This design comes from an exercise in tuning for small area on the open sky130 flow, not from production work.
Function was checked by simulation only, so behaviour that the tests miss may differ from the original.
The flow treats the clock pin as an ideal source. Dropping or thinning the clock tree relies on that and would not hold on a real chip.
No activity file was given, so power comes from the tool's default toggle rates.

run 1:
## spi_mtc
module spi_mtc (
    input             clk,
    input             rst,
    input             cmd0_valid,
    input      [31:0] cmd0_word,
    output            cmd0_ready,
    output            rsp0_valid,
    output     [31:0] rsp0_word,
    input             cmd1_valid,
    input      [31:0] cmd1_word,
    output            cmd1_ready,
    output            rsp1_valid,
    output     [31:0] rsp1_word,
    output            cs_rtc,
    output            cs_sns,
    output            cs_lcd,
    output            lcd_rs,
    output            spi_cpol,
    output            spi_cpha,
    output     [3:0]  spi_clksel,
    output            sh_start,
    output     [7:0]  sh_tx,
    input             sh_done,
    input      [7:0]  sh_rx,
    output            mem_en,
    output            mem_we,
    output     [7:0]  mem_addr,
    output     [7:0]  mem_wdata,
    input      [7:0]  mem_rdata
);
Size: roughly 650 cells after synthesis, about 85 flip-flops, about 0.0055 mm² of cells after synthesis.
clock: 8.0 ns
lec_check: 0
abc_area: 0
cap_margin: 20
core_margin: 2
core_utilization: 40
place_density: 0.6
slew_margin: 20
standard.sh (not shown) runs the stock make flow with config.mk's settings and CLKGATE_MAP_FILE= SYNTH_SCRIPT=/design/flow/synth_recipe.tcl, a recipe that flattens the netlist after the stock synthesis.
==> flow/flow/run.sh <==
#!/bin/bash
# Standard ORFS layout with these changes:
#  - ports are buffered with the smallest buffer (buf_1)
#  - CTS inserts no dummy loads; extra CTS options come from flow/cts_extra;
#    with flow/clocktree.env present, flow/clocktree.tcl builds a small
#    balanced clock tree instead of TritonCTS
#  - extra make variables come from flow/make_extra
#  - after placement resizing, cells on paths with slack are sized down
#    (flow/recover.tcl)
# Each ORFS step keeps its own log under orfs/logs; make's output goes to
# orfs_make.log.
set -euo pipefail
W=$PWD
rm -rf "$W/scripts_abc"
cp -r "$FLOW_HOME/scripts" "$W/scripts_abc"
cp "$W/flow/abc.script" "$W/scripts_abc/abc_speed.script"
if [[ -f "$W/flow/clocktree.env" ]]; then
  # build the clock tree with flow/clocktree.tcl instead of TritonCTS
  set -a; source "$W/flow/clocktree.env"; set +a
  sed -i "s|^log_cmd clock_tree_synthesis {\*}\$cts_args|source $W/flow/clocktree.tcl|" "$W/scripts_abc/cts.tcl"
  grep -q "flow/clocktree.tcl" "$W/scripts_abc/cts.tcl"
fi
CTS="-sink_clustering_enable -repair_clock_nets -dont_use_dummy_load"
if [[ -f "$W/flow/cts_extra" ]]; then CTS="$CTS $(cat "$W/flow/cts_extra")"; fi
EXTRA=()
if [[ -f "$W/flow/make_extra" ]]; then read -r -a EXTRA < "$W/flow/make_extra"; fi
bash standard.sh \
  "SCRIPTS_DIR=$W/scripts_abc" \
  "BUFFER_PORTS_ARGS=-buffer_cell sky130_fd_sc_hd__buf_1" \
  "CTS_ARGS=$CTS" \
  "POST_RESIZE_TCL=$W/flow/recover.tcl" \
  "POST_CTS_TCL=$W/flow/recover.tcl" \
  "${EXTRA[@]}" \
  finish > orfs_make.log 2>&1
==> flow/flow/clocktree.env <==
CT_GROUPS=6
CT_BUF=sky130_fd_sc_hd__clkbuf_8
CT_ROOT=sky130_fd_sc_hd__clkbuf_4
Other scripts of this flow, unchanged in this note and not shown: flow/flow/abc.script, flow/flow/clocktree.tcl, flow/flow/cts_extra, flow/flow/make_extra, flow/flow/recover.tcl
## Diff of input files: run 2 against run 1
Settings: PLACE_DENSITY changed from 0.6 to 0.9.
-- flow/flow/run.sh --
<<< run 1, line 31
  "POST_RESIZE_TCL=$W/flow/recover.tcl" \
  "POST_CTS_TCL=$W/flow/recover.tcl" \
  "${EXTRA[@]}" \
>>> run 2, line 31
  "POST_RESIZE_TCL=$W/flow/recover.tcl" \
  "${EXTRA[@]}" \
==> flow/flow/clocktree.env <==
CT_GROUPS=5
CT_BUF=sky130_fd_sc_hd__clkbuf_8
CT_ROOT=sky130_fd_sc_hd__clkbuf_4
==> comparison <==
On via count, run 2 does worse than run 1. The global-route usage in run 2 sits 1.7 points below the value recorded for run 1. Between run 2 and run 1, it is run 2 whose net switching power figure is lower, by about 0.5%. Lower insertion delay to the later sink of the worst-skew pair was reported by run 2, not run 1. Compared to run 1, the routing of run 2 uses less wire.
Modified inputs, run 3 compared to run 2
==> flow/flow/clocktree.env <==
CT_GROUPS=6
CT_BUF=sky130_fd_sc_hd__clkbuf_8
CT_ROOT=sky130_fd_sc_hd__clkbuf_4
Run 2 → run 3: clock share of power went up, slack of the worst reg-to-reg path went down.
Re switching portion of total power: run 3 and run 2 aren't equal, and the lower value belongs to run 3.
In every run of this note, the design's own scripts or RTL, not TritonCTS, make the clock network.

-- static timing again, ports no longer ideal --
The flow's constraints put no driver on any port. The routed layouts listed below were extracted and timed again, unchanged, in two steps. Step 1, drivers: a clkbuf_16 drives clk and a buf_2 each remaining input, both assumed. Step 2 adds t to the input delays and takes it off the output delays; t is the mean of the earliest and latest rising clock arrival at the registers after step 1. Input paths then give back, and output paths get back, about the clock's delay inside the block. Three values: no drivers, after step 1, after step 2; two values: the first two.
run | t (ns) | setup WS [ns] | cell pins on the clock port's net
run 1 | 0.490 | 1.986 / 1.952 / 2.219 | 1
run 2 | 0.467 | 2.117 / 2.085 / 2.238 | 1
run 3 | 0.469 | 2.108 / 2.076 / 2.190 | 1
After both steps every run listed still meets setup and hold.
